This is an optimization exercise on Yosys and OpenROAD, whose aim is small area, a short achievable clock period and few clock cycles, not a production implementation. Function was checked by simulation only, so behaviour that the tests miss may differ from the original. Power and IR drop assume default switching activity.

==> design/flow/flow/run.sh <==
#!/bin/bash
# Standard ORFS layout, with repair_timing asked to leave a setup margin so
# that the optimiser keeps working on timing below the 12 ns clock.
set -euo pipefail
bash standard.sh SETUP_SLACK_MARGIN=8.2 finish > standard_flow.log 2>&1
==> design/flow/standard.sh <==
#!/bin/bash
# synth_recipe.tcl (not shown) runs the flow's synth.tcl, then flattens the netlist and writes it again
# the make line also repeats each setting of config.mk as NAME=value (left out here)
make -C /OpenROAD-flow-scripts/flow DESIGN_CONFIG=/design/flow/config.mk WORK_HOME=/design/flow/orfs CLKGATE_MAP_FILE= SYNTH_SCRIPT=/design/flow/synth_recipe.tcl "${@:-finish}"
==> design/flow/config.mk <==
export PLATFORM = sky130hd
export DESIGN_NAME = sbl_scanner
export DESIGN_NICKNAME = sbl_scanner
export VERILOG_FILES = /design/flow/design.v
export SDC_FILE = /design/flow/constraint.sdc
export NUM_CORES = 4
export LEC_CHECK = 0
export CAP_MARGIN = 20
export CORE_MARGIN = 2
export CORE_UTILIZATION = 40
export PLACE_DENSITY = 0.5
export SLEW_MARGIN = 20
==> design/flow/constraint.sdc <==
create_clock -name core_clock -period 12.0 [get_ports {clk}]
set_input_delay 2.4000 -clock core_clock [delete_from_list [all_inputs] [get_ports {clk}]]
set_output_delay 2.4000 -clock core_clock [all_outputs]
set_load 0.01 [all_outputs]
==> design/flow/design.v <==
module sbl_scanner #(
    parameter N_CELLS        = 36,
    parameter FLASH1_PERIOD  = 3,
    parameter FLASH2_PERIOD  = 1,
    parameter HOLD_THRESHOLD = 10,
    parameter SPI_MODE       = 0,
    parameter NB             = (N_CELLS + 7) / 8
) (
    input  wire            clk,
    input  wire            rst,
    input  wire            cmd_valid,
    output wire            cmd_ready,
    input  wire [63:0]     cmd_data,
    output wire            rsp_valid,
    input  wire            rsp_ready,
    output wire [63:0]     rsp_data,
    output wire            xfer_req,
    output wire [NB*8-1:0] xfer_out,
    input  wire            xfer_ack,
    input  wire            xfer_ok,
    input  wire [NB*8-1:0] xfer_in,
    input  wire [7:0]      xfer_reason
);
    localparam N = N_CELLS;
    localparam [3:0] K_DONE = 4'h0, K_SNAP = 4'h1, K_EIDX = 4'h8,
                     K_EXFR = 4'h9, K_EILL = 4'hB;
    reg [2*N-1:0]  st;      
    reg [N-1:0]    lamp;    
    reg [N-1:0]    tx_q;    
    reg [N-1:0]    tgl;     
    reg [N-1:0]    nch;     
    reg [N-1:0]    nho;     
    reg [N-1:0]    hep;     
    reg [N-1:0]    lsp;     
    reg [16*N-1:0] cnt;     
    reg [31:0]     sc;      
    reg [1:0]      sc_m3;   
    reg        rdy_q;       
    reg        vld_q;       
    reg        last_q;      
    reg        req_q;       
    reg        dec_q;       
    reg        get_q;       
    reg        set_q;       
    reg        com_q;       
    reg        rst_q;       
    reg [63:0] rsp_q;
    reg [7:0]  cb_q;
    reg [15:0] cn_q;
    reg [N-1:0] msk;        
    reg         cdn;        
    reg [N-1:0] oh;         
    reg         any;        
    reg [N-1:0] prs;        
    reg        ok_q;
    reg [6:0]  k_q;
    assign cmd_ready = rdy_q;
    assign rsp_valid = vld_q;
    assign rsp_data  = {rsp_q[63:8], 4'd0, rsp_q[3:0]};
    assign xfer_req  = req_q;
    wire [NB*8-1:0] tx = {{(NB*8-N){1'b0}}, tx_q};
    wire [NB*8-1:0] rx_bytes;
    genvar gj, gk;
    generate
        for (gj = 0; gj < NB; gj = gj + 1) begin : g_rev
            for (gk = 0; gk < 8; gk = gk + 1) begin : g_bit
                assign xfer_out[8*gj + 7 - gk] = tx[8*gj + gk];
                assign rx_bytes[8*gj + gk]     = xfer_in[8*gj + 7 - gk];
            end
        end
    endgenerate
    wire [N-1:0] prs_in = ~rx_bytes[N-1:0];
    wire [3:0]  opc     = cmd_data[3:0];
    wire [15:0] c_pos   = cmd_data[31:16];
    wire        rsv_bad = (cmd_data[7:4] != 4'd0) || (cmd_data[63:48] != 16'd0);
    wire        c_set   = !rsv_bad && (opc == 4'h1);
    wire        c_get   = !rsv_bad && (opc == 4'h2) && (cmd_data[15:8] == 8'd0) &&
                          (cmd_data[47:32] == 16'd0);
    wire        c_run   = (cmd_data == 64'h3);
    wire        pos_ok  = (c_pos < N);
    wire        c_sg    = c_set | c_get;
    wire [63:0] simple_w = {32'd0, (c_sg && !pos_ok) ? c_pos : 16'd0, 12'd0,
                            c_sg ? (pos_ok ? K_DONE : K_EIDX) : K_EILL};
    wire [N-1:0] pos_oh;
    genvar gi;
    generate
        for (gi = 0; gi < N; gi = gi + 1) begin : g_pos
            assign pos_oh[gi] = (c_pos == gi);
        end
    endgenerate
    wire f1tog = (sc_m3 == 2'd0);
    wire [N-1:0]    enc;         
    wire [N-1:0]    ge10;        
    wire [N-1:0]    ev_in;       
    wire [N-1:0]    chg_ev, hold_ev, is_down;
    wire [16*N-1:0] sum;         
    wire [N-1:0]    sat;         
    generate
        for (gi = 0; gi < N; gi = gi + 1) begin : g_cell
            wire [1:0]  s = st[2*gi +: 2];
            wire [15:0] c = cnt[16*gi +: 16];
            assign enc[gi] = (s == 2'd0) ? 1'b0 :
                             (s == 2'd1) ? 1'b1 :
                             (s == 2'd2) ? (lamp[gi] ^ f1tog) : ~lamp[gi];
            assign ge10[gi] = (c >= HOLD_THRESHOLD);
            assign ev_in[gi]     = (nch[gi] & (prs_in[gi] ^ lsp[gi])) |
                                   (nho[gi] & prs_in[gi] & ge10[gi]);
            assign chg_ev[gi]    = nch[gi] & (prs[gi] ^ lsp[gi]);
            assign hold_ev[gi]   = nho[gi] & prs[gi] & ge10[gi];
            assign is_down[gi]   = prs[gi] & ~lsp[gi];
            wire       cin = 1'b1;
            wire [3:0] a;
            wire [3:0] k;
            wire [15:0] cy;
            genvar gg, gb;
            for (gg = 0; gg < 4; gg = gg + 1) begin : g_grp
                assign a[gg] = &c[4*gg +: 4];
                if (gg == 0) begin : g_k0
                    assign k[gg] = cin;
                end else begin : g_kn
                    assign k[gg] = k[gg-1] & a[gg-1];
                end
                for (gb = 0; gb < 4; gb = gb + 1) begin : g_b
                    if (gb == 0) begin : g_c0
                        assign cy[4*gg] = k[gg];
                    end else begin : g_cn
                        assign cy[4*gg+gb] = cy[4*gg+gb-1] & c[4*gg+gb-1];
                    end
                end
            end
            assign sum[16*gi +: 16] = c ^ cy;
            assign sat[gi] = k[3] & a[3];
        end
    endgenerate
    wire [N-1:0] both = oh & chg_ev & hold_ev;
    wire         stay = (|both) & ~cdn;
    wire [N-1:0] pend = req_q ? ev_in : ((chg_ev | hold_ev) & ~msk & ~oh);
    reg  [N-1:0] below;
    integer i, b;
    always @(*) begin
        below[0] = 1'b0;
        for (i = 1; i < N; i = i + 1)
            below[i] = below[i-1] | pend[i-1];
    end
    wire [N-1:0] oh_n  = pend & ~below;
    wire         any_n = |pend;
    reg [15:0] s_cnt;
    reg [1:0]  s_st;
    reg        s_prs, s_lamp, s_tgl, s_nch, s_nho, s_hep, s_lsp, s_chg;
    reg [5:0]  s_pos;
    always @(*) begin
        s_cnt = 16'd0; s_prs = 1'b0; s_st = 2'd0; s_lamp = 1'b0; s_tgl = 1'b0; s_nch = 1'b0;
        s_nho = 1'b0; s_hep = 1'b0; s_lsp = 1'b0; s_chg = 1'b0; s_pos = 6'd0;
        for (i = 0; i < N; i = i + 1) begin
            s_cnt  = s_cnt  | ({16{oh[i]}} & cnt[16*i +: 16]);
            s_prs  = s_prs  | (oh[i] & prs[i]);
            s_st   = s_st   | ({2{oh[i]}} & st[2*i +: 2]);
            s_lamp = s_lamp | (oh[i] & lamp[i]);
            s_tgl  = s_tgl  | (oh[i] & tgl[i]);
            s_nch  = s_nch  | (oh[i] & nch[i]);
            s_nho  = s_nho  | (oh[i] & nho[i]);
            s_hep  = s_hep  | (oh[i] & hep[i]);
            s_lsp  = s_lsp  | (oh[i] & lsp[i]);
            s_chg  = s_chg  | (oh[i] & chg_ev[i]);
            s_pos  = s_pos  | ({6{oh[i]}} & i[5:0]);
        end
    end
    wire        w_hep  = get_q ? s_hep : ~(s_chg & ~cdn);
    wire [15:0] s_inc  = (&s_cnt) ? s_cnt : s_cnt + 16'd1;
    wire [15:0] w_cnt  = get_q ? s_cnt : (s_inc & {16{s_prs}});
    wire [63:0] snap_w = {16'd0, w_cnt, 10'd0, s_pos,
                          s_lsp, w_hep, s_nho, s_nch, s_tgl, s_lamp, s_st, 4'd0, K_SNAP};
    wire [63:0] done_w = {sc, 9'd0, k_q, 12'd0, K_DONE};
    wire [63:0] dec_w  = (any | get_q) ? snap_w : done_w;
    wire        dec_last = get_q | !ok_q | !any;
    wire ld     = !vld_q | rsp_ready;
    wire dec_ld = (dec_q & ld) | get_q;
    wire take   = vld_q & rsp_ready;
    wire accept = rdy_q & cmd_valid;
    wire [7:0]  wcb = rst_q ? 8'd0  : cb_q;
    wire [15:0] wcn = rst_q ? 16'd0 : cn_q;
    always @(posedge clk) begin
        for (i = 0; i < N; i = i + 1) begin
            if (rst_q || (set_q && oh[i])) begin
                st[2*i +: 2]    <= wcb[1:0];
                tgl[i]          <= wcb[3];
                nch[i]          <= wcb[4];
                nho[i]          <= wcb[5];
                hep[i]          <= wcb[6];
                lsp[i]          <= wcb[7];
                cnt[16*i +: 16] <= wcn;
            end else if (com_q) begin
                if (!(prs[i] && sat[i]))
                    cnt[16*i +: 16] <= sum[16*i +: 16] & {16{prs[i]}};
                hep[i] <= hold_ev[i] ? 1'b1 : (chg_ev[i] ? 1'b0 : hep[i]);
                if (tgl[i] && is_down[i])
                    st[2*i +: 2] <= (st[2*i +: 2] == 2'd0) ? 2'd1 : 2'd0;
                lsp[i] <= prs[i];
            end
        end
    end
    always @(posedge clk) begin
        if (rdy_q) begin
            tx_q  <= enc;
            rsp_q <= simple_w;
            cb_q  <= cmd_data[15:8];
            cn_q  <= cmd_data[47:32];
            oh    <= pos_oh;
        end else if (req_q) begin
            prs   <= prs_in;
            ok_q  <= xfer_ok;
            rsp_q <= {48'd0, xfer_reason, 4'd0, K_EXFR};
            msk   <= {N{1'b0}};
            cdn   <= 1'b0;
            oh    <= oh_n;
            any   <= any_n;
            k_q   <= 7'd0;
        end else if (dec_ld) begin
            if (!dec_q || ok_q)
                rsp_q <= dec_w;
            if (dec_q && ok_q && any) begin
                if (stay) begin
                    cdn <= 1'b1;
                end else begin
                    cdn <= 1'b0;
                    msk <= msk | oh;
                    oh  <= oh_n;
                    any <= any_n;
                end
                k_q <= k_q + 7'd1;
            end
        end
        rst_q <= rst;
        if (rst_q) begin
            rsp_q <= 64'd0;
            tx_q  <= {N{1'b0}};
            oh    <= {N{1'b0}};
            msk   <= {N{1'b0}};
            prs   <= {N{1'b0}};
            any   <= 1'b0;
            cdn   <= 1'b0;
            lamp  <= {N{1'b0}};
            sc    <= 32'd0;
            sc_m3 <= 2'd0;
        end else begin
            if (req_q)
                lamp <= tx_q;
            if (com_q) begin
                sc    <= sc + 32'd1;
                sc_m3 <= (&sc || sc_m3 == 2'd2) ? 2'd0 : sc_m3 + 2'd1;
            end
        end
        if (rst) begin
            rdy_q <= 1'b0;
            vld_q <= 1'b0;
            last_q <= 1'b0;
            req_q <= 1'b0;
            dec_q <= 1'b0;
            get_q <= 1'b0;
            set_q <= 1'b0;
            com_q <= 1'b0;
        end else if (rst_q) begin
            rdy_q <= 1'b1;
        end else begin
            set_q <= 1'b0;
            get_q <= 1'b0;
            com_q <= 1'b0;
            if (take) begin
                vld_q <= 1'b0;
                if (last_q) begin
                    last_q <= 1'b0;
                    rdy_q  <= 1'b1;
                end
            end
            if (accept) begin
                rdy_q <= 1'b0;
                if (c_run) begin
                    req_q <= 1'b1;
                end else if (c_get && pos_ok) begin
                    get_q <= 1'b1;
                end else begin
                    vld_q  <= 1'b1;
                    last_q <= 1'b1;
                    set_q  <= c_set && pos_ok;
                end
            end
            if (req_q && xfer_ack) begin
                req_q <= 1'b0;
                dec_q <= 1'b1;
            end
            if (dec_ld) begin
                vld_q  <= 1'b1;
                last_q <= dec_last;
                if (dec_q && dec_last) begin
                    dec_q <= 1'b0;
                    com_q <= ok_q;
                end
            end
        end
    end
endmodule
==> run notes, run 1 <==
- Part of the cycle the worst path needs: 0.333
- Prevailing post-synth register cell: sky130_fd_sc_hd__edfxtp_1
- Site row count: 147
- Final standard cell utilization of the core: 0.472
- Top-level I/O count: 225
- Buffer type at the clock tree root: sky130_fd_sc_hd__clkbuf_16
- Clock tree buffer depth: 3
- Sequential share of the synthesized area: 0.488
- Mapped cell area: 64,500 µm²
- Cell area after placement: 69,200 µm²
- Status: no timing/DRC/antenna violations
- Die Ht: 406 µm
- Post-synthesis cell type with the largest combined area: sky130_fd_sc_hd__edfxtp_1
- Pin slew with the least headroom to its limit: 1.37 ns
- Worst setup timing slack at the placement stage: 5.64 ns
- Number of max-cap violations: 0
- Total power per unit cell area: 134 nW/µm²
- Starting DRC count in detailed routing: 10,400
- Number of flops mapped to enable cells by yosys: 859
- CTS Hold Buffers Added: 0
- Worst Path Max Fanout: 5
- Residual DRC count: 0
- Area contributors post-synth: sky130_fd_sc_hd__edfxtp_1 (40%), sky130_fd_sc_hd__dfxtp_1 (8.8%), sky130_fd_sc_hd__ha_1 (8.5%)
- Total power consumption of the routed design: 10.1 mW
- Area share of the leading cell type in the synthesized netlist: 0.400
- Inserted Clock Buffers: 144
- I/O Buffers: 211
- CTS H-tree depth: 4
- Starting Density: 0.402
- Required arrival time at the worst endpoint: 12.73 ns
- Type of the tightest min-delay check: reg2reg
- Fill cell instance count of the final layout: 15,200
- Via count: 61,300
- Hold Vio Cnt, Final: 0
- Wire length after detailed routing: 373 mm
- Startpoint-to-endpoint class of the critical path: in2reg
- Total Routing Usage GR: 0.442
- Synth cell types: 93
- DRT Pass-1 Iters: 6
- Clk Latency, worst-skew pair: 0.84 ns
- Slew HR: 0.0853
- Most frequent cells in the layout: sky130_fd_sc_hd__edfxtp_1 (859), sky130_fd_sc_hd__a22o_1 (465), sky130_fd_sc_hd__ha_1 (436), sky130_fd_sc_hd__nor2_1 (423), sky130_fd_sc_hd__nand2_1 (361)
- Pins over their slew limit: 0
- Die boundary width: 406 µm
- Most common library cell in the layout ignoring fill and taps: sky130_fd_sc_hd__edfxtp_1
- Post-layout nets: 6,853
- Post-route minimum period: 4.00 ns
- GR Overflow Total: 0
- Peak clock frequency supported by timing: 250 MHz
- Routability-driven placement congestion ratio: 1.11
- Arrival time of data at the critical path endpoint: 4.73 ns
- Clock-pin slew on the worst setup and hold paths: 0.06 ns
- Cell area after layout: 75,700 µm²
- Fin Clk Skew: 0.0315 ns
- Initial antenna violation count: 39
- Synthesis Warnings: 1
- Proportion of layout cells with a drive suffix above 1: 0.154
- Endpoint type of the worst setup path: flop
- Post-Synthesis Mean Instance Area: 10.6 µm²
- Final count of negative-setup-slack endpoints: 0
- Maximum number of pins on one net before global-route repair: 118
- Post-DP HPWL: 271 mm
- Total negative slack: 0 ns
- Leakage power of the design: 28.5 nW
- Core box area: 160,000 µm²
- Worst VDD drop: 154 µV
- Relative area change from synthesis to final layout: 17.4%
- Sort of element at the start of the critical path: primary input
- Per-cell via count in the routed design: 7.14
- Floorplan die area: 164,000 µm²
- Final ANT Viol Nets: 0
- TritonCTS clock tree: yes
- Setup repair after global routing missed its margin: yes
- Wire length per cell after detailed routing: 43.5 µm
- Instance count of the mapped netlist: 6,074
- Flip-flop and latch count after synthesis: 1,143
- Global-route wire length before repair: 492 mm
- Worst Setup Slack, final: 8.00 ns
- TritonCTS sink count: 1,143
- Number of global-route vias before repair: 55,000
- Async S/R FF share, synth: 0
## Yosys cell counts, types with 76 or more instances
cell type	number
sky130_fd_sc_hd__a21oi_1	160
sky130_fd_sc_hd__a221oi_1	81
sky130_fd_sc_hd__a22o_1	466
sky130_fd_sc_hd__a22oi_1	344
sky130_fd_sc_hd__buf_2	78
sky130_fd_sc_hd__clkbuf_1	290
sky130_fd_sc_hd__dfxtp_1	284
sky130_fd_sc_hd__edfxtp_1	859
sky130_fd_sc_hd__ha_1	437
sky130_fd_sc_hd__inv_1	158
sky130_fd_sc_hd__nand2_1	374
sky130_fd_sc_hd__nand3_1	152
sky130_fd_sc_hd__nand4_1	214
sky130_fd_sc_hd__nor2_1	437
sky130_fd_sc_hd__nor3_1	123
sky130_fd_sc_hd__nor4_1	146
sky130_fd_sc_hd__o211ai_1	76
sky130_fd_sc_hd__o21ai_0	206
sky130_fd_sc_hd__o22ai_1	223
sky130_fd_sc_hd__xnor2_1	166
## what timing repair did
action                     CTS  global route
setup buffers               89            28
setup endpoints to repair  365           161
pin swaps                   72            62
cloned                       3             2
gates resized for setup    659           164
## sequential cells by signal, summed over array words and instances, names as in the netlist, 7 cells and up
| name | cells |
|---|---|
| cb_q | 7 |
| sc | 32 |
| lamp | 36 |
| tgl | 36 |
| rsp_q | 59 |
| cnt | 576 |
| msk | 36 |
| hep | 36 |
| tx_q | 36 |
| k_q | 7 |
| cn_q | 16 |
| nch | 36 |
| lsp | 36 |
| nho | 36 |
| st | 72 |
| oh | 36 |
| prs | 36 |
## kinds of logic (layout without fill, tap and decap cells)
logic type                 after synthesis  after routing  synth area share
AOI/OAI and AO/OA                     1842           1842             0.210
xor gates and xnor gates               222            222            0.0301
adders and majority gates              437            437            0.0848
buffers and inverters                  616            947            0.0394
DFF                                   1143           1143             0.488
muxes                                   44             44           0.00685
other                                    1             22         0.0000581
and+or+nand+nor                       1769           1769             0.141
## critical path, cell delays in order
cell,delay (ns)
sky130_fd_sc_hd__buf_12,0.13
sky130_fd_sc_hd__a21boi_4,0.18
sky130_fd_sc_hd__o22ai_2,0.09
sky130_fd_sc_hd__a32oi_4,0.28
sky130_fd_sc_hd__buf_12,0.16
sky130_fd_sc_hd__nand4_1,0.16
sky130_fd_sc_hd__nor4_4,0.18
sky130_fd_sc_hd__buf_4,0.19
sky130_fd_sc_hd__nand4_4,0.09
sky130_fd_sc_hd__nor4_4,0.18
sky130_fd_sc_hd__buf_4,0.18
sky130_fd_sc_hd__buf_12,0.11
sky130_fd_sc_hd__nand4b_1,0.09
sky130_fd_sc_hd__a311oi_1,0.28
## power by group
part           switching (mW)  internal, mW  leakage [nW]
registers               0.259          4.39          11.1
clock network            1.88          2.47          2.23
logic                   0.815         0.320          15.1
## metrics by stage
step / instances / hold slack (ns)
floorplan: 6082 / 0.441
global placement: 8183 / 0.441
detailed placement: 8186 / 0.449
CTS: 8539 / 0.454
global route: 8574 / 0.470
finish: 8586 / 0.449
## final cells by class
class,count,area (µm²),share of cell area
clock buffer,191,4000,0.0528
inverter,160,606,0.00800
sequential,1143,31600,0.417
timing repair buffer,526,4380,0.0578
multi-input combinational,4323,31900,0.421
antenna,13,32.5,0.000430
clock inverter,70,556,0.00733
tap,2160,2700,0.0357
## per-layer routing
metal / track usage / part of all wire / vias to the layer above
li1: - / - / 24500
met1: 0.560 / 0.37 / 30800
met2: 0.625 / 0.41 / 4852
met3: 0.125 / 0.12 / 1113
met4: 0.362 / 0.10 / 14
met5: 0 / 0.00019 / -
## worst paths after layout
kind              startpoint   endpoint  slack [ns]  cells past startpoint
setup / recovery  xfer_in[6]     oh[24]        8.00                     14
hold / removal     rsp_q[56]  rsp_q[56]        0.45                      2
setup reg to reg      oh[27]  rsp_q[32]        8.00                     11
hold reg to reg    rsp_q[56]  rsp_q[56]        0.45                      2
Testbench counts, summed over its fixed seeds: cycles 23,183.
==> run 2: changes to the inputs <==
--- a/design/flow/design.v
+++ b/design/flow/design.v
@@ -235,9 +235,4 @@
             rsp_q <= 64'd0;
             tx_q  <= {N{1'b0}};
-            oh    <= {N{1'b0}};
-            msk   <= {N{1'b0}};
-            prs   <= {N{1'b0}};
-            any   <= 1'b0;
-            cdn   <= 1'b0;
             lamp  <= {N{1'b0}};
             sc    <= 32'd0;
==> design/flow/flow/run.sh (replaced) <==
#!/bin/bash
# Standard ORFS layout, with repair_timing asked to leave a setup margin so
# that the optimiser keeps working on timing below the 12 ns clock.
set -euo pipefail
bash standard.sh SETUP_SLACK_MARGIN=8.0 finish > standard_flow.log 2>&1
==> run 2 against run 1 <==
  * Clock skew fell by 0.0036 ns
  * Setup slack got worse by 0.24 ns
  * Synthesized area fell by 0.76%
  * Utilization rose by 0.21 points
  * Global-route usage rose by 0.29 points
  * Non-clock buffer count fell by 39
  * Critical endpoint is now msk[3]
  * Largest cell class is now registers
==> run notes, run 2 <==
- Clock-pin slew on the worst setup and hold paths: 0.06 ns (about the same)
- Setup repair after global routing missed its margin: yes
- Area share of the leading cell type in the synthesized netlist: 0.455 (+0.0547)
- Site row count: 146 (-0.68%)
- Fin Clk Skew: 0.0279 ns (-0.00357 ns)
- Flip-flop and latch count after synthesis: 1,143 (unchanged)
- TritonCTS sink count: 1,143 (unchanged)
- Slew HR: 0.0714 (-0.0139)
- Share of the synthesized area in compound gates (AO/OA/AOI/OAI): 0.200 (-0.0102)
- Post-layout nets: 6,642 (-3.1%)
- Leakage power of the design: 28.5 nW (+0.19%)
- Total power per unit cell area: 136 nW/µm² (+1.8%)
- Top flop regs: cnt: 576 flops, st: 72 flops, rsp_q: 59 flops
- Sequential share of the synthesized area: 0.509 (+0.0210)
- Number of flip-flops in the largest register: 576 (unchanged)
- Status: no timing/DRC/antenna violations
- Post-route minimum period: 4.24 ns (+0.237 ns)
- Number of global-route vias before repair: 54,500 (-0.90%)
- Cell area after layout: 75,200 µm² (-0.70%)
- Cell-by-cell listing of the critical path: inv_1 > ha_1 > nor2b_1 > nand2_1 > nor3_1 > a311o_1 > nor4_2 > a41oi_2 > and2_1 > nor2b_4 > buf_12
- Async S/R FF share, synth: 0 (unchanged)
- Number of flops mapped to enable cells by yosys: 969 (+13%)
- Clock tree buffer depth: 3 (unchanged)
- Cell area after placement: 68,900 µm² (-0.57%)
- Final ANT Viol Nets: 0 (unchanged)
- Starting Density: 0.404 (+0.00151)
- Most common library cell in the layout ignoring fill and taps: sky130_fd_sc_hd__edfxtp_1
- Final count of negative-setup-slack endpoints: 0 (unchanged)
- Peak clock frequency supported by timing: 236 MHz (-5.6%)
- Worst VDD drop: 149 µV (-2.9%)
- Most frequent cells in the layout: sky130_fd_sc_hd__edfxtp_1 (969), sky130_fd_sc_hd__a22o_1 (492), sky130_fd_sc_hd__ha_1 (435), sky130_fd_sc_hd__nor2_1 (386), sky130_fd_sc_hd__nand2_1 (384)
- Synth cell types: 79 (-15%)
- Stage delay of the slowest cell on the critical path: 0.94 ns (+0.66 ns)
- Initial antenna violation count: 43 (+10%)
- Post-synthesis cell type with the largest combined area: sky130_fd_sc_hd__edfxtp_1
- I/O Buffers: 211 (unchanged)
- Inserted Clock Buffers: 141 (-2.1%)
- Largest family of logic cells by synthesized area: compound AO/OA/AOI/OAI gates
- Per-cell via count in the routed design: 7.26 (+1.6%)
- Die Ht: 404 µm (-0.38%)
- Global-route wire length before repair: 489 mm (-0.65%)
- Pin slew with the least headroom to its limit: 1.39 ns (+0.0259 ns)
- Wire length after detailed routing: 374 mm (about the same)
- Buffer type at the clock tree root: sky130_fd_sc_hd__clkbuf_16
- Total Routing Usage GR: 0.445 (+0.00285)
- Via count: 60,100 (-2.0%)
- Area contributors post-synth: sky130_fd_sc_hd__edfxtp_1 (45%), sky130_fd_sc_hd__ha_1 (8.5%), sky130_fd_sc_hd__a22o_1 (6.8%)
- Floorplan die area: 163,000 µm² (-0.76%)
- Type of the tightest min-delay check: reg2reg
- Startpoint-to-endpoint class of the critical path: reg2reg
- Proportion of layout cells with a drive suffix above 1: 0.115 (-0.0389)
- Wire length per cell after detailed routing: 45.1 µm (+3.8%)
- Post-synthesis mux area share: 0.00692 (+0.0000723)
- Commonest cells in the netlist: sky130_fd_sc_hd__edfxtp_1 (969), sky130_fd_sc_hd__a22o_1 (495), sky130_fd_sc_hd__ha_1 (437), sky130_fd_sc_hd__nand2_1 (396), sky130_fd_sc_hd__nor2_1 (396)
- Residual DRC count: 0 (unchanged)
- Clk Latency, worst-skew pair: 0.81 ns (-0.03 ns)
- TritonCTS clock tree: yes
- Total negative slack: 0 ns (unchanged)
- DRT Pass-1 Iters: 7 (+1)
- Part of the cycle the worst path needs: 0.353 (+0.0198)
- Most flops, register: cnt
- Endpoint type of the worst setup path: flop
- Sort of element at the start of the critical path: flop
- Most common cell in the synthesized netlist: sky130_fd_sc_hd__edfxtp_1
- Mapped cell area: 64,000 µm² (-0.76%)
- Core box area: 159,000 µm² (-1.1%)
- Relative area change from synthesis to final layout: 17.5% (about the same)
- Required arrival time at the worst endpoint: 12.50 ns (-0.23 ns)
- Instance count of the mapped netlist: 5,867 (-3.4%)
- Adder and majority gate portion of the synthesized area: 0.0854 (+0.000653)
- Top-level I/O count: 225 (unchanged)
- Synthesis Warnings: 1 (unchanged)
- Fraction of synthesized cell area in xor and xnor cells: 0.0300 (-0.000178)
- Prevailing post-synth register cell: sky130_fd_sc_hd__edfxtp_1
- Starting DRC count in detailed routing: 10,200 (-1.2%)
- Die boundary width: 404 µm (-0.38%)
- GR Overflow Total: 0 (unchanged)
- Fill cell instance count of the final layout: 14,900 (-2.2%)
- Routability-driven placement congestion ratio: 1.07 (-3.2%)
- Synth Area in Simple Gates: 0.132 (-0.00845)
- Arrival time of data at the critical path endpoint: 4.74 ns (about the same)
- Maximum number of pins on one net before global-route repair: 76 (-36%)
- Worst Path Max Fanout: 37 (+32)
- Crit path max-delay cell type: sky130_fd_sc_hd__nor3_1
- CTS H-tree depth: 4 (unchanged)
- Hold Vio Cnt, Final: 0 (unchanged)
- Number of max-cap violations: 0 (unchanged)
- Pins over their slew limit: 0 (unchanged)
- Post-Synthesis Mean Instance Area: 10.9 µm² (+2.7%)
- Post-DP HPWL: 279 mm (+3.0%)
==> run 2: changes by cell type after synthesis, moves of 25 or more <==
cell                       previous run  this run
sky130_fd_sc_hd__dfxtp_1            284       174
sky130_fd_sc_hd__edfxtp_1           859       969
sky130_fd_sc_hd__buf_2               78        10
sky130_fd_sc_hd__a22oi_1            344       284
sky130_fd_sc_hd__clkbuf_1           290       348
sky130_fd_sc_hd__a211oi_1            56         7
sky130_fd_sc_hd__nor2_1             437       396
sky130_fd_sc_hd__inv_1              158       192
sky130_fd_sc_hd__a22o_1             466       495
sky130_fd_sc_hd__a221oi_1            81       106
==> run 2: cells by family (layout without fill, tap and decap cells) <==
| logic type | count (synthesis) | count (layout) |
|---|---|---|
| XOR/XNOR | 219 | 219 |
| adder cells (fa/ha/maj) | 437 | 437 |
| multiplexers | 44 | 44 |
| AND/OR/NAND/NOR | 1682 | 1682 |
| other | 1 | 24 |
| buffers and inverters | 611 | 926 |
| flip-flops | 1143 | 1143 |
| AO/OA/AOI/OAI | 1730 | 1730 |
==> run 2: final cells by class <==
cell class / count / area, µm² / area share
sequential: 1143 / 32600 / 0.433
antenna: 15 / 37.5 / 0.000499
tap: 2072 / 2590 / 0.0345
inverter: 193 / 727 / 0.00967
clock buffer: 181 / 3910 / 0.0520
multi-input combinational: 4121 / 30300 / 0.403
clock inverter: 65 / 728 / 0.00968
timing repair buffer: 487 / 4280 / 0.0569
==> run 2: worst max-delay path: cells and delay by family, from the launching register on <==
kind	cells	cell delay, ns
flops	1	0.73
buf+inv	2	0.29
fa+ha+maj	1	0.34
simple gates	6	1.74
compound gates	2	0.77
==> run 2: repair_timing <==
action                     4_1_cts  5_1_grt
gates resized for setup        297       91
hold buffers                     0        0
gates cloned                     2        1
buffers inserted                68       17
pin swaps                       42       37
setup endpoints to repair      259      190
==> run 2: stage by stage <==
step / hold slack, ns / utilization / power [mW] / setup slack [ns] / cells
floorplan: 0.462 / - / 5.13 / 7.61 / 5875
global placement: 0.440 / 0.434 / 5.76 / 6.02 / 7926
detailed placement: 0.444 / 0.434 / 5.77 / 5.99 / 7927
CTS: 0.449 / 0.471 / 10.2 / 7.85 / 8243
global route: 0.466 / 0.474 / 10.4 / 7.89 / 8263
finish: 0.445 / 0.474 / 10.2 / 7.76 / 8277
==> run 2: per-layer routing <==
metal  vias up  routed length, µm  GRT usage
met3       956              53300      0.169
met2      4679             151000      0.616
met4        28              24100      0.243
met5         -                395          0
met1     30700             145000      0.595
li1      23700                  -          -
==> run 2: power by group <==
| part | internal, mW | switching (mW) | leakage [nW] | total, mW |
|---|---|---|---|---|
| Clock | 2.57 | 1.87 | 2.28 | 4.44 |
| Sequential | 4.48 | 0.336 | 11.1 | 4.82 |
| Combinational | 0.296 | 0.689 | 15.2 | 0.984 |
==> run 2: worst paths after layout <==
kind                            startpoint        end  slack, ns  cells past startpoint
worst max-delay path               lsp[20]     msk[3]       7.76                     11
worst min-delay path             rsp_q[57]  rsp_q[57]       0.44                      2
worst min register to register   rsp_q[57]  rsp_q[57]       0.44                      2
worst max register to register     lsp[20]     msk[3]       7.76                     11
Testbench counts of run 2, summed over its fixed seeds: cycles 23,183.
==> run 3: changes to the inputs <==
==> design/flow/flow/run.sh (replaced) <==
#!/bin/bash
# Standard ORFS layout, with repair_timing asked to leave a setup margin so
# that the optimiser keeps working on timing below the 12 ns clock.
set -euo pipefail
bash standard.sh SETUP_SLACK_MARGIN=8.4 finish > standard_flow.log 2>&1
==> run 3 against run 2 <==
  * Power decreased by 0.94%
  * Combinational power increased by 12%
  * First-iteration DRC count increased by 2.4%
  * Final area increased by 3.6%
  * Flip-flop and latch count unchanged
  * Final cell count increased by 2.5%
  * Non-clock buffer count increased by 199
  * Clock power decreased by 4%
  * Sequential power about the same
  * Setup slack improved by 0.30 ns
  * Critical path depth decreased by 1
==> run notes, run 3 <==
- Routability-driven placement congestion ratio: 1.08 (+0.49%)
- Slew HR: 0.141 (+0.0692)
- Starting Density: 0.404 (unchanged)
- Post-synthesis mux area share: 0.00692 (unchanged)
- Top flop regs: cnt: 576 flops, st: 72 flops, rsp_q: 59 flops
- Post-synthesis cell type with the largest combined area: sky130_fd_sc_hd__edfxtp_1
- Proportion of layout cells with a drive suffix above 1: 0.190 (+0.0750)
- Wire length per cell after detailed routing: 44.1 µm (-2.3%)
- Final ANT Viol Nets: 0 (unchanged)
- Fraction of synthesized cell area in xor and xnor cells: 0.0300 (unchanged)
- Peak clock frequency supported by timing: 254 MHz (+7.6%)
- Cell area after placement: 69,000 µm² (+0.22%)
- Initial antenna violation count: 35 (-19%)
- Pin slew with the least headroom to its limit: 1.28 ns (-0.109 ns)
- Int Pwr: 7.23 mW (-1.6%)
- Area share of the leading cell type in the synthesized netlist: 0.455 (unchanged)
- Clk Latency, worst-skew pair: 0.80 ns (about the same)
- Global-route wire length before repair: 488 mm (-0.13%)
- Core box area: 159,000 µm² (unchanged)
- Fin Clk Skew: 0.0254 ns (-0.00249 ns)
- CTS Hold Buffers Added: 0 (unchanged)
- Part of the cycle the worst path needs: 0.328 (-0.0251)
- Per-cell via count in the routed design: 7.15 (-1.5%)
- Commonest cells in the netlist: sky130_fd_sc_hd__edfxtp_1 (969), sky130_fd_sc_hd__a22o_1 (495), sky130_fd_sc_hd__ha_1 (437), sky130_fd_sc_hd__nand2_1 (396), sky130_fd_sc_hd__nor2_1 (396)
- # placed instances: 7,921 (-0.076%)
- Number of flip-flops in the largest register: 576 (unchanged)
- Die boundary width: 404 µm (unchanged)
- Synth Area in Simple Gates: 0.132 (unchanged)
- Inserted Clock Buffers: 142 (+0.71%)
- Hold slack final: 0.452 ns (+0.00778 ns)
- Worst setup timing slack at the placement stage: 6.23 ns (+0.239 ns)
- TritonCTS clock tree: yes
- DRT Pass-1 Iters: 8 (+1)
- Synth cell types: 79 (unchanged)
- TritonCTS sink count: 1,143 (unchanged)
- Share of the synthesized area in compound gates (AO/OA/AOI/OAI): 0.200 (unchanged)
- Arrival time of data at the critical path endpoint: 4.59 ns (-0.15 ns)
- Floorplan die area: 163,000 µm² (unchanged)
- Type of the tightest min-delay check: reg2reg
- Area contributors post-synth: sky130_fd_sc_hd__edfxtp_1 (45%), sky130_fd_sc_hd__ha_1 (8.5%), sky130_fd_sc_hd__a22o_1 (6.8%)
- Total power per unit cell area: 130 nW/µm² (-4.4%)
- Hold Vio Cnt, Final: 0 (unchanged)
- Total power consumption of the routed design: 10.1 mW (-0.94%)
- Residual DRC count: 0 (unchanged)
- Relative area change from synthesis to final layout: 21.8%
- Setup repair after global routing missed its margin: yes
- Starting DRC count in detailed routing: 10,500 (+2.4%)
- Sort of element at the start of the critical path: primary input
- Worst Setup Slack, final: 8.06 ns (+0.301 ns)
- Most common cell in the synthesized netlist: sky130_fd_sc_hd__edfxtp_1
- Largest family of logic cells by synthesized area: compound AO/OA/AOI/OAI gates
- Post-DP HPWL: 276 mm (-1.0%)
- Fraction of power spent switching nets: 0.288 (+0.00504)
- Instance count of the mapped netlist: 5,867 (unchanged)
- Status: no timing/DRC/antenna violations
- Sequential share of the synthesized area: 0.509 (unchanged)
- Number of flops mapped to enable cells by yosys: 969 (unchanged)
- Via count: 60,600 (+0.90%)
- Fraction of power consumed by the clock network: 0.420 (-0.013)
- Synthesis Warnings: 1 (unchanged)
- Async S/R FF share, synth: 0 (unchanged)
- Top-level I/O count: 225 (unchanged)
- Number of global-route vias before repair: 54,900 (+0.81%)
- Site row count: 146 (unchanged)
- Die Ht: 404 µm (unchanged)
- Final count of negative-setup-slack endpoints: 0 (unchanged)
- Endpoint type of the worst setup path: flop
- Flip-flop and latch count after synthesis: 1,143 (unchanged)
- Sequential fraction of design power: 0.472 (about the same)
- Worst VDD drop: 150 µV (+0.72%)
- CTS H-tree depth: 4 (unchanged)
- Adder and majority gate portion of the synthesized area: 0.0854 (unchanged)
- GR Overflow Total: 0 (unchanged)
- Prevailing post-synth register cell: sky130_fd_sc_hd__edfxtp_1
- I/O Buffers: 211 (unchanged)
- Startpoint-to-endpoint class of the critical path: in2reg
- Pins over their slew limit: 0 (unchanged)
- Mapped cell area: 64,000 µm² (unchanged)
- Most frequent cells in the layout: sky130_fd_sc_hd__edfxtp_1 (969), sky130_fd_sc_hd__a22o_1 (490), sky130_fd_sc_hd__ha_1 (435), sky130_fd_sc_hd__buf_4 (402), sky130_fd_sc_hd__nor2_1 (382)
- Fill cell instance count of the final layout: 14,800 (-0.89%)
- Buffer type at the clock tree root: sky130_fd_sc_hd__clkbuf_16
- Final standard cell utilization of the core: 0.492 (+0.0172)
- Clock-pin slew on the worst setup and hold paths: 0.06 ns (about the same)
- Combinational fraction of design power: 0.108 (+0.012)
- Most common library cell in the layout ignoring fill and taps: sky130_fd_sc_hd__edfxtp_1
- Clock tree buffer depth: 3 (unchanged)
- Cell area after layout: 77,900 µm² (+3.6%)
- Total Routing Usage GR: 0.443 (-0.00186)
- Maximum number of pins on one net before global-route repair: 83 (+9.2%)
- Total negative slack: 0 ns (unchanged)
- Leakage power of the design: 29.8 nW (+4.3%)
- Number of max-cap violations: 0 (unchanged)
- Worst Path Max Fanout: 3 (-92%)
- Number of cells on the worst reg-to-reg path: 11 (unchanged)
- Final cell count without fillers: 8,483 (+2.5%)
- Net switching power of the design: 2.92 mW (+0.83%)
- Post-layout nets: 6,843 (+3.0%)
- Wire length after detailed routing: 374 mm (about the same)
- Worst hold path cell count: 2 (unchanged)
- Required arrival time at the worst endpoint: 12.65 ns (+0.15 ns)
- Post-route minimum period: 3.94 ns (-0.301 ns)
- Most flops, register: cnt
- Post-Synthesis Mean Instance Area: 10.9 µm² (unchanged)
## run 3: cell types whose count changed in the layout (fill, tap and decap cells not counted), sizes merged, moves of 4 or more
cell / before / now
buf: 279 / 596
dlygate4sd2: 102 / 22
clkdlybuf4s50: 76 / 27
clkinv: 42 / 62
bufinv: 12 / 6
dlymetal6s2s: 10 / 16
diode: 15 / 11
## run 3: worst paths after layout
kind                                  start        end  slack (ns)
worst max-delay path            xfer_in[28]     oh[33]        8.06
worst min-delay path              rsp_q[59]  rsp_q[59]        0.45
worst max register to register       oh[29]    msk[29]        8.25
worst min register to register    rsp_q[59]  rsp_q[59]        0.45
## run 3: layout make-up
| cell class | count | area [µm²] | area share |
|---|---|---|---|
| Clock inverter | 76 | 593 | 0.00761 |
| Timing Repair Buffer | 686 | 6340 | 0.0814 |
| Tap cell | 2072 | 2590 | 0.0333 |
| Inverter | 193 | 739 | 0.00949 |
| Sequential cell | 1143 | 32700 | 0.420 |
| Antenna cell | 11 | 27.5 | 0.000353 |
| Clock buffer | 180 | 3830 | 0.0491 |
| Multi-Input combinational cell | 4122 | 31100 | 0.399 |
## run 3: repair_timing
item / 4_1_cts / 5_1_grt
pin swaps: 95 / 83
resized for setup: 1051 / 177
gates cloned: 4 / 2
setup buffers: 159 / 130
setup endpoints to repair: 415 / 307
## run 3: layer usage
| metal | vias to the layer above | GRT usage | wire, µm |
|---|---|---|---|
| met5 | - | 0.00803 | 494 |
| met4 | 34 | 0.233 | 23000 |
| met3 | 899 | 0.171 | 53800 |
| met2 | 4613 | 0.615 | 152000 |
| met1 | 31000 | 0.593 | 145000 |
| li1 | 24100 | - | - |
## run 3: cells by family after synthesis
family | after synthesis
adders and majority gates | 437
AOI/OAI and AO/OA | 1730
DFF | 1143
muxes | 44
buffers and inverters | 611
xor gates and xnor gates | 219
other | 1
and+or+nand+nor | 1682
## run 3: power by group through the flow
stage	clock network [mW]	registers (mW)	logic (mW)
3_3_place_gp	0	4.86	0.900
5_1_grt	4.40	4.78	1.11
3_5_place_dp	0	4.87	0.905
2_1_floorplan	0	4.68	0.454
6_report	4.26	4.79	1.10
4_1_cts	4.26	4.77	0.987
## run 3: critical path: stages
cell and delay, ns:
sky130_fd_sc_hd__buf_2 0.17, sky130_fd_sc_hd__nand2b_4 0.16, sky130_fd_sc_hd__a41oi_1 0.09, sky130_fd_sc_hd__o21ai_2 0.32
sky130_fd_sc_hd__o2111ai_4 0.21, sky130_fd_sc_hd__nor4_4 0.19, sky130_fd_sc_hd__nand2_1 0.08, sky130_fd_sc_hd__or3_4 0.41
sky130_fd_sc_hd__or4b_1 0.47, sky130_fd_sc_hd__o21ai_1 0.08
==> run 4: changes to the inputs <==
==> design/flow/flow/run.sh (replaced) <==
#!/bin/bash
# Standard ORFS layout, with repair_timing asked to leave a setup margin so
# that the optimiser keeps working on timing below the 12 ns clock, and with
# gate sizing free to change a cell's footprint.
set -euo pipefail
bash standard.sh SETUP_SLACK_MARGIN=8.2 MATCH_CELL_FOOTPRINT=0 finish > standard_flow.log 2>&1
==> run 4 against run 3 <==
  * Critical path type unchanged
  * Via count down 1.5%
  * Sequential share of layout area up 0.89 points
  * Final area down 2.4%
  * Critical path depth unchanged
  * Flip-flop and latch count unchanged
  * Fmax down 3.3%
  * Global-route usage down 0.50 points
  * Synthesized area unchanged
==> run notes, run 4 <==
- Hold Vio Cnt, Final: 0 (unchanged)
- DRT Pass-1 Iters: 8 (unchanged)
- Wire length after detailed routing: 368 mm (-1.5%)
- Per-cell via count in the routed design: 7.16 (+0.16%)
- Post-route minimum period: 4.07 ns (+0.135 ns)
- Cell area after placement: 69,000 µm² (about the same)
- Clk Latency, worst-skew pair: 0.82 ns (+0.02 ns)
- Register Area: 32,600 µm² (-0.37%)
- Buffer type at the clock tree root: sky130_fd_sc_hd__clkbuf_16
- Site row count: 146 (unchanged)
- Hold slack final: 0.445 ns (-0.00753 ns)
- Floorplan die area: 163,000 µm² (unchanged)
- Wire length per cell after detailed routing: 44.2 µm (+0.20%)
- Inserted Clock Buffers: 141 (-0.70%)
- Fin Clk Skew: 0.0284 ns (+0.00303 ns)
- Residual DRC count: 0 (unchanged)
- Sort of element at the start of the critical path: primary input
- Post-layout nets: 6,688 (-2.3%)
- Number of flops mapped to enable cells by yosys: 969 (unchanged)
- Most flops, register: cnt
- Flip-flop and latch count after synthesis: 1,143 (unchanged)
- Area share of the leading cell type in the synthesized netlist: 0.455 (unchanged)
- Synthesis Warnings: 1 (unchanged)
- Worst Path Max Fanout: 3 (unchanged)
- Async S/R FF share, synth: 0 (unchanged)
- Mapped cell area: 64,000 µm² (unchanged)
- Final count of negative-setup-slack endpoints: 0 (unchanged)
- CTS H-tree depth: 4 (unchanged)
- TritonCTS clock tree: yes
- Worst VDD drop: 155 µV (+2.8%)
- Fill cell instance count of the final layout: 14,700 (-0.068%)
- Post-DP HPWL: 273 mm (-1.2%)
- Startpoint-to-endpoint class of the critical path: in2reg
- Die boundary width: 404 µm (unchanged)
- Clock-pin slew on the worst setup and hold paths: 0.07 ns (about the same)
- Required arrival time at the worst endpoint: 12.65 ns (about the same)
- Top-level I/O count: 225 (unchanged)
- Setup repair after global routing missed its margin: yes
- Endpoint type of the worst setup path: flop
- Prevailing post-synth register cell: sky130_fd_sc_hd__edfxtp_1
- Worst Setup Slack, final: 7.93 ns (-0.135 ns)
- Area contributors post-synth: sky130_fd_sc_hd__edfxtp_1 (45%), sky130_fd_sc_hd__ha_1 (8.5%), sky130_fd_sc_hd__a22o_1 (6.8%)
- Maximum number of pins on one net before global-route repair: 84 (+1.2%)
- Most frequent cells in the layout: sky130_fd_sc_hd__edfxtp_1 (969), sky130_fd_sc_hd__a22o_1 (491), sky130_fd_sc_hd__ha_1 (435), sky130_fd_sc_hd__nor2_1 (381), sky130_fd_sc_hd__nand2_1 (380)
- Number of global-route vias before repair: 54,600 (-0.53%)
- Starting DRC count in detailed routing: 9,837 (-6.1%)
- Most common cell in the synthesized netlist: sky130_fd_sc_hd__edfxtp_1
- Pins over their slew limit: 0 (unchanged)
- Most common library cell in the layout ignoring fill and taps: sky130_fd_sc_hd__edfxtp_1
- Sequential share of the synthesized area: 0.509 (unchanged)
- Worst setup timing slack at the placement stage: 6.21 ns (-0.0141 ns)
- Total negative slack: 0 ns (unchanged)
- Total power per unit cell area: 133 nW/µm² (+2.1%)
- Proportion of layout cells with a drive suffix above 1: 0.130 (-0.0593)
- Top flop regs: cnt: 576 flops, st: 72 flops, rsp_q: 59 flops
- Final ANT Viol Nets: 0 (unchanged)
- Pin slew with the least headroom to its limit: 1.21 ns (-0.0772 ns)
- Status: no timing/DRC/antenna violations
- Routability-driven placement congestion ratio: 1.09 (+1.1%)
- Relative area change from synthesis to final layout: 18.8%
- Number of max-cap violations: 0 (unchanged)
- Starting Density: 0.404 (unchanged)
- TritonCTS sink count: 1,143 (unchanged)
- Total Routing Usage GR: 0.438 (-0.00495)
- GR Overflow Total: 0 (unchanged)
- Number of flip-flops in the largest register: 576 (unchanged)
- Die Ht: 404 µm (unchanged)
- Slew HR: 0.195 (+0.0546)
- Commonest cells in the netlist: sky130_fd_sc_hd__edfxtp_1 (969), sky130_fd_sc_hd__a22o_1 (495), sky130_fd_sc_hd__ha_1 (437), sky130_fd_sc_hd__nand2_1 (396), sky130_fd_sc_hd__nor2_1 (396)
- Post-Synthesis Mean Instance Area: 10.9 µm² (unchanged)
- Leakage power of the design: 30.1 nW (+1.3%)
- Via count: 59,700 (-1.5%)
- Part of the cycle the worst path needs: 0.339 (+0.0112)
- Global-route wire length before repair: 483 mm (-1.1%)
- Instance count of the mapped netlist: 5,867 (unchanged)
- Peak clock frequency supported by timing: 246 MHz (-3.3%)
- Clock tree buffer depth: 3 (unchanged)
- Initial antenna violation count: 41 (+17%)
- Arrival time of data at the critical path endpoint: 4.72 ns (+0.13 ns)
- I/O Buffers: 211 (unchanged)
- Core box area: 159,000 µm² (unchanged)
- Cell area after layout: 76,100 µm² (-2.4%)
- Post-synthesis cell type with the largest combined area: sky130_fd_sc_hd__edfxtp_1
- Area of combinational cells with multiple inputs: 30,600 µm² (-1.7%)
- Synth cell types: 79 (unchanged)
- Type of the tightest min-delay check: reg2reg
## run 4: kinds of logic (layout without fill, tap and decap cells)
logic type               count (synthesis)  after routing  share of synthesized area
XOR/XNOR                               219            219                     0.0300
flip-flops                            1143           1143                      0.509
buffers and inverters                  611            987                     0.0366
adder cells (fa/ha/maj)                437            437                     0.0854
AO/OA/AOI/OAI                         1730           1730                      0.200
other                                    1             25                  0.0000586
AND/OR/NAND/NOR                       1682           1682                      0.132
multiplexers                            44             44                    0.00692
## run 4: final timing paths
path | from | endpoint | slack (ns) | depth (start not counted)
worst max-delay path | xfer_in[28] | oh[33] | 7.93 | 10
worst max register to register | cnt[279] | any | 8.02 | 11
worst min-delay path | rsp_q[59] | rsp_q[59] | 0.44 | 2
worst min register to register | rsp_q[59] | rsp_q[59] | 0.44 | 2
## run 4: cell type report
class,count,share of cell area
clock inverters,71,0.00788
inverters,193,0.00962
diodes,16,0.000526
clock buffers,190,0.0508
flip-flops and latches,1143,0.429
multi-input cells,4121,0.402
repair buffers,533,0.0664
well taps,2072,0.0341
## run 4: report_power, final
part	total (mW)	switching, mW	internal, mW
clock	4.29	1.87	2.42
sequential	4.80	0.317	4.48
combinational	1.01	0.701	0.307
## run 4: critical path: stages
cell and delay, ns:
sky130_fd_sc_hd__clkbuf_4 0.17, sky130_fd_sc_hd__nand2b_1 0.15, sky130_fd_sc_hd__a41oi_2 0.08, sky130_fd_sc_hd__o21ai_2 0.29, sky130_fd_sc_hd__o2111ai_4 0.20, sky130_fd_sc_hd__nor4_4 0.31
sky130_fd_sc_hd__nand2_1 0.09, sky130_fd_sc_hd__or3_4 0.38, sky130_fd_sc_hd__or4b_1 0.52, sky130_fd_sc_hd__o21ai_1 0.11
## run 4: metal layers
layer / wire length, µm / GRT usage
met5: 234 / 0
met4: 24800 / 0.242
met3: 54200 / 0.184
met2: 148000 / 0.607
met1: 141000 / 0.573
## run 4: through the flow
step	power, mW	std cells	utilization
2_1_floorplan	5.13	5875	-
3_3_place_gp	5.76	7926	0.435
3_5_place_dp	5.76	7926	0.435
4_1_cts	10.0	8283	0.474
5_1_grt	10.2	8324	0.479
6_report	10.1	8339	0.480
## run 4: timing repair
| action | in CTS | in global routing |
|---|---|---|
| gates resized for setup | 360 | 133 |
| setup endpoints to repair | 334 | 183 |
| hold endpoints to repair | 0 | 0 |
| pin swaps | 70 | 56 |
| buffers inserted | 94 | 38 |
| cloned | 2 | 2 |
| hold buffers | 0 | 0 |
==> run 5: changes to the inputs <==
--- a/design/flow/design.v
+++ b/design/flow/design.v
@@ -48,5 +48,5 @@
     reg [7:0]  cb_q;
     reg [15:0] cn_q;
-    reg [N-1:0] msk;        
+    reg [N-1:0] evp;        
     reg         cdn;        
     reg [N-1:0] oh;         
@@ -135,11 +135,14 @@
     wire [N-1:0] both = oh & chg_ev & hold_ev;
     wire         stay = (|both) & ~cdn;
-    wire [N-1:0] pend = req_q ? ev_in : ((chg_ev | hold_ev) & ~msk & ~oh);
+    wire [N-1:0] pend = req_q ? ev_in : (evp & ~oh);
+    reg  [N-1:0] pfx [0:6];
     reg  [N-1:0] below;
     integer i, b;
     always @(*) begin
-        below[0] = 1'b0;
-        for (i = 1; i < N; i = i + 1)
-            below[i] = below[i-1] | pend[i-1];
+        pfx[0] = pend;
+        for (b = 0; b < 6; b = b + 1)
+            for (i = 0; i < N; i = i + 1)
+                pfx[b+1][i] = (i >= (1 << b)) ? (pfx[b][i] | pfx[b][i - (1 << b)]) : pfx[b][i];
+        below = {pfx[6][N-2:0], 1'b0};
     end
     wire [N-1:0] oh_n  = pend & ~below;
@@ -211,5 +214,5 @@
             ok_q  <= xfer_ok;
             rsp_q <= {48'd0, xfer_reason, 4'd0, K_EXFR};
-            msk   <= {N{1'b0}};
+            evp   <= ev_in;
             cdn   <= 1'b0;
             oh    <= oh_n;
@@ -224,5 +227,5 @@
                 end else begin
                     cdn <= 1'b0;
-                    msk <= msk | oh;
+                    evp <= evp & ~oh;
                     oh  <= oh_n;
                     any <= any_n;
@@ -235,4 +238,9 @@
             rsp_q <= 64'd0;
             tx_q  <= {N{1'b0}};
+            oh    <= {N{1'b0}};
+            evp   <= {N{1'b0}};
+            prs   <= {N{1'b0}};
+            any   <= 1'b0;
+            cdn   <= 1'b0;
             lamp  <= {N{1'b0}};
             sc    <= 32'd0;
==> design/flow/flow/run.sh (replaced) <==
#!/bin/bash
# Standard ORFS layout, with repair_timing asked to leave a setup margin so
# that the optimiser keeps working on timing below the 12 ns clock.
set -euo pipefail
bash standard.sh SETUP_SLACK_MARGIN=8.2 finish > standard_flow.log 2>&1
==> run 5 against run 4 <==
  * Global-route usage is 1.1 points higher
  * Clock skew increased by 0.0024 ns
  * Setup slack got worse by 0.39 ns
  * Synthesized area about the same
  * Sequential share of layout area decreased by 1.6 points
  * Critical path type unchanged
  * Largest cell class is now multi-input combinational cells
==> run notes, run 5 <==
- Most frequent cells in the layout: sky130_fd_sc_hd__edfxtp_1 (859), sky130_fd_sc_hd__a22o_1 (464), sky130_fd_sc_hd__ha_1 (435), sky130_fd_sc_hd__nor2_1 (417), sky130_fd_sc_hd__nand2_1 (354)
- Instance count of the mapped netlist: 6,088 (+3.8%)
- CTS H-tree depth: 4 (unchanged)
- Fraction of synthesized cell area in xor and xnor cells: 0.0296 (-0.000386)
- Commonest cells in the netlist: sky130_fd_sc_hd__edfxtp_1 (859), sky130_fd_sc_hd__a22o_1 (465), sky130_fd_sc_hd__nor2_1 (446), sky130_fd_sc_hd__ha_1 (437), sky130_fd_sc_hd__nand2_1 (388)
- Prevailing post-synth register cell: sky130_fd_sc_hd__edfxtp_1
- Hold Vio Cnt, Final: 0 (unchanged)
- Synth cell types: 79 (unchanged)
- Fill cell instance count of the final layout: 14,800 (+0.33%)
- Number of cells on the worst reg-to-reg path: 11 (unchanged)
- Total Routing Usage GR: 0.450 (+0.0114)
- Proportion of layout cells with a drive suffix above 1: 0.168 (+0.0376)
- Cell family with most CP delay: simple AND/OR/NAND/NOR gates
- Flip-flop and latch count after synthesis: 1,143 (unchanged)
- Setup repair after global routing missed its margin: yes
- Worst VDD drop: 172 µV (+11%)
- Via count: 61,300 (+2.6%)
- Starting DRC count in detailed routing: 10,800 (+10%)
- Async S/R FF share, synth: 0 (unchanged)
- Endpoint type of the worst setup path: flop
- Most frequent cell on the critical path: sky130_fd_sc_hd__buf_6
- Post-synthesis mux area share: 0.0115 (+0.00458)
- Most common cell in the synthesized netlist: sky130_fd_sc_hd__edfxtp_1
- Post-route minimum period: 4.46 ns (+0.394 ns)
- Number of flops mapped to enable cells by yosys: 859 (-11%)
- Die boundary width: 404 µm (about the same)
- Clk Latency, worst-skew pair: 0.82 ns (about the same)
- Total negative slack: 0 ns (unchanged)
- Routability-driven placement congestion ratio: 1.15 (+5.3%)
- Type of the tightest min-delay check: reg2reg
- Final standard cell utilization of the core: 0.483 (+0.00323)
- Pins over their slew limit: 0 (unchanged)
- Clock tree buffer depth: 3 (unchanged)
- I/O Buffers: 211 (unchanged)
- Buffer type at the clock tree root: sky130_fd_sc_hd__clkbuf_16
- Final count of negative-setup-slack endpoints: 0 (unchanged)
- Floorplan die area: 163,000 µm² (about the same)
- Hold slack final: 0.450 ns (+0.00542 ns)
- Number of flip-flops in the largest register: 576 (unchanged)
- Startpoint-to-endpoint class of the critical path: in2reg
- Cell area after layout: 76,600 µm² (+0.67%)
- Critical path buffer and inverter count: 3 (+2)
- TritonCTS clock tree: yes
- Slew HR: 0.140 (-0.0553)
- Core box area: 159,000 µm² (unchanged)
- Most flops, register: cnt
- Stage delay of the slowest cell on the critical path: 0.59 ns (+0.07 ns)
- GR Overflow Total: 0 (unchanged)
- Post-layout nets: 6,915 (+3.4%)
- Pin slew with the least headroom to its limit: 1.28 ns (+0.0720 ns)
- Part of the cycle the worst path needs: 0.372 (+0.0329)
- Crit path max-delay cell type: sky130_fd_sc_hd__or4_4
- Starting Density: 0.403 (about the same)
- Site row count: 146 (unchanged)
- Final ANT Viol Nets: 0 (unchanged)
- Peak clock frequency supported by timing: 224 MHz (-8.8%)
- Post-Synthesis Mean Instance Area: 10.5 µm² (-3.7%)
- Total power consumption of the routed design: 10.1 mW (+0.29%)
- Post-DP HPWL: 279 mm (+2.4%)
- Most common library cell in the layout ignoring fill and taps: sky130_fd_sc_hd__edfxtp_1
- Share of the synthesized area in compound gates (AO/OA/AOI/OAI): 0.205 (+0.00559)
- Maximum number of pins on one net before global-route repair: 116 (+38%)
- Synthesis Warnings: 2 (+1)
- Mapped cell area: 64,000 µm² (about the same)
- Per-cell via count in the routed design: 7.16 (about the same)
- Die Ht: 404 µm (about the same)
- Relative area change from synthesis to final layout: 19.7%
- Initial antenna violation count: 37 (-9.8%)
- Cell-by-cell listing of the critical path: buf_6 > xnor2_2 > a31oi_2 > o31ai_4 > or4_4 > nor3_4 > buf_6 > nand4_1 > buf_4 > nor4_4 > nand3_2 > o211a_1
- Synth Area in Simple Gates: 0.135 (+0.00299)
- Fin Clk Skew: 0.0308 ns (+0.00238 ns)
- Sequential share of the synthesized area: 0.492 (-0.0168)
- Top flop regs: cnt: 576 flops, st: 72 flops, rsp_q: 59 flops
- Area share of the leading cell type in the synthesized netlist: 0.403 (-0.0513)
- Cell area after placement: 68,900 µm² (-0.11%)
- Required arrival time at the worst endpoint: 12.69 ns (+0.04 ns)
- DRT Pass-1 Iters: 7 (-1)
- Leakage power of the design: 29.0 nW (-3.7%)
- Worst hold path cell count: 2 (unchanged)
- Logic depth of the worst path, buffers included: 12 (+2)
- Total power per unit cell area: 132 nW/µm² (-0.39%)
- Wire length after detailed routing: 380 mm (+3.1%)
- Post-synthesis cell type with the largest combined area: sky130_fd_sc_hd__edfxtp_1
- Wire length per cell after detailed routing: 44.4 µm (+0.50%)
- Inserted Clock Buffers: 140 (-0.71%)
- CTS Hold Buffers Added: 0 (unchanged)
- Top-level I/O count: 225 (unchanged)
- TritonCTS sink count: 1,143 (unchanged)
- Number of global-route vias before repair: 55,200 (+1.1%)
- Area contributors post-synth: sky130_fd_sc_hd__edfxtp_1 (40%), sky130_fd_sc_hd__dfxtp_1 (8.9%), sky130_fd_sc_hd__ha_1 (8.5%)
- Sort of element at the start of the critical path: primary input
- Arrival time of data at the critical path endpoint: 5.16 ns (+0.44 ns)
- Largest family of logic cells by synthesized area: compound AO/OA/AOI/OAI gates
- Status: no timing/DRC/antenna violations
- Adder and majority gate portion of the synthesized area: 0.0855 (about the same)
- Global-route wire length before repair: 495 mm (+2.5%)
- Clock-pin slew on the worst setup and hold paths: 0.06 ns (about the same)
- Worst Path Max Fanout: 3 (unchanged)
- Residual DRC count: 0 (unchanged)
- Number of max-cap violations: 0 (unchanged)
[run 5: where the power goes]
group          switching (mW)  internal, mW
registers               0.274          4.38
clock network            1.88          2.46
logic                   0.799         0.333
[run 5: per-stage QoR]
step           instances  worst slack, ns
2_1_floorplan       6096             7.08
3_3_place_gp        8140             5.61
3_5_place_dp        8140             5.61
4_1_cts             8475             7.59
5_1_grt             8544             7.50
6_report            8556             7.54
[run 5: logic make-up (layout without fill, tap and decap cells)]
kind of cell | after synthesis | after routing
AO/OA/AOI/OAI | 1808 | 1808
AND/OR/NAND/NOR | 1732 | 1736
flip-flops | 1143 | 1143
buffers and inverters | 681 | 1052
adder cells (fa/ha/maj) | 437 | 437
XOR/XNOR | 216 | 216
multiplexers | 70 | 70
other | 1 | 22
[run 5: worst reg2reg max path, cell delays in order (launching register included)]
cell and delay [ns]:
sky130_fd_sc_hd__edfxtp_1 0.56, sky130_fd_sc_hd__or4_1 0.75, sky130_fd_sc_hd__o41ai_1 0.73, sky130_fd_sc_hd__a21oi_2 0.23
sky130_fd_sc_hd__a211o_1 0.36, sky130_fd_sc_hd__nor3_4 0.30, sky130_fd_sc_hd__buf_6 0.17, sky130_fd_sc_hd__nand4_1 0.16
sky130_fd_sc_hd__buf_4 0.20, sky130_fd_sc_hd__nor4_4 0.24, sky130_fd_sc_hd__nand3_2 0.21, sky130_fd_sc_hd__o211a_1 0.17
[run 5: final timing paths]
check | startpoint | end | slack, ns
setup reg to reg | cnt[148] | any | 7.80
setup / recovery | xfer_in[6] | any | 7.54
hold / removal | rsp_q[55] | rsp_q[55] | 0.45
hold reg to reg | rsp_q[55] | rsp_q[55] | 0.45
[run 5: per-layer routing]
| layer | vias up | wire length [µm] | share of wire | track usage |
|---|---|---|---|---|
| li1 | 24400 | - | - | - |
| met1 | 31000 | 141000 | 0.37 | 0.562 |
| met2 | 4657 | 153000 | 0.40 | 0.628 |
| met3 | 1111 | 59100 | 0.16 | 0.223 |
| met4 | 50 | 26000 | 0.068 | 0.246 |
| met5 | - | 655 | 0.0017 | 0.00387 |
[run 5: area by class of cell]
| cell class | instances | area (µm²) | share of cell area |
|---|---|---|---|
| Multi-Input combinational cell | 4276 | 31800 | 0.415 |
| Inverter | 237 | 892 | 0.0117 |
| Timing Repair Buffer | 562 | 5200 | 0.0679 |
| Tap cell | 2072 | 2590 | 0.0339 |
| Clock inverter | 61 | 609 | 0.00796 |
| Sequential cell | 1143 | 31600 | 0.412 |
| Clock buffer | 192 | 3910 | 0.0510 |
| Antenna cell | 13 | 32.5 | 0.000425 |
[run 5: repair_timing]
item | in CTS | in global routing
gates cloned | 10 | 4
pin swaps | 75 | 114
gates resized for setup | 639 | 304
endpoints found under the setup margin | 275 | 279
setup buffers | 72 | 63
Testbench counts of run 5, summed over its fixed seeds: cycles 23,183.

-- port drivers added, routing unchanged --
No port has a modelled driver above. Below, the same layouts with a new extraction and two added sets of constraints.
Step 1 sets driving cells, clkbuf_16 on the clock port and buf_2 on the other inputs (assumed; they add their load-dependent delay and slew).
Step 2 moves the port delays by t, midway between the first and last clock arrival at a register: inputs arrive t later, outputs are due t later. That takes back most of the time a late clock gives input paths.
Slacks: no drivers / after step 1 / after step 2; pairs: no drivers / after step 1.
run | shift t [ns] | slack for setup (ns) | worst register clock-pin slew, ns | worst data-port slew with drivers (ns)
run 1 | 0.912 | 8.001 / 8.004 / 7.112 | 0.07 / 0.07 | 0.09
run 2 | 0.875 | 7.764 / 7.764 / 7.110 | 0.07 / 0.07 | 0.09
run 3 | 0.882 | 8.065 / 8.125 / 7.243 | 0.07 / 0.07 | 0.08
run 4 | 0.883 | 7.930 / 7.977 / 7.094 | 0.07 / 0.07 | 0.08
run 5 | 0.890 | 7.536 / 7.551 / 6.661 | 0.07 / 0.07 | 0.12
After both steps every run listed still meets setup and hold. For run 1, which loses most, drivers alone change the setup slack by +0.003 ns; drivers and shift together by -0.889 ns.
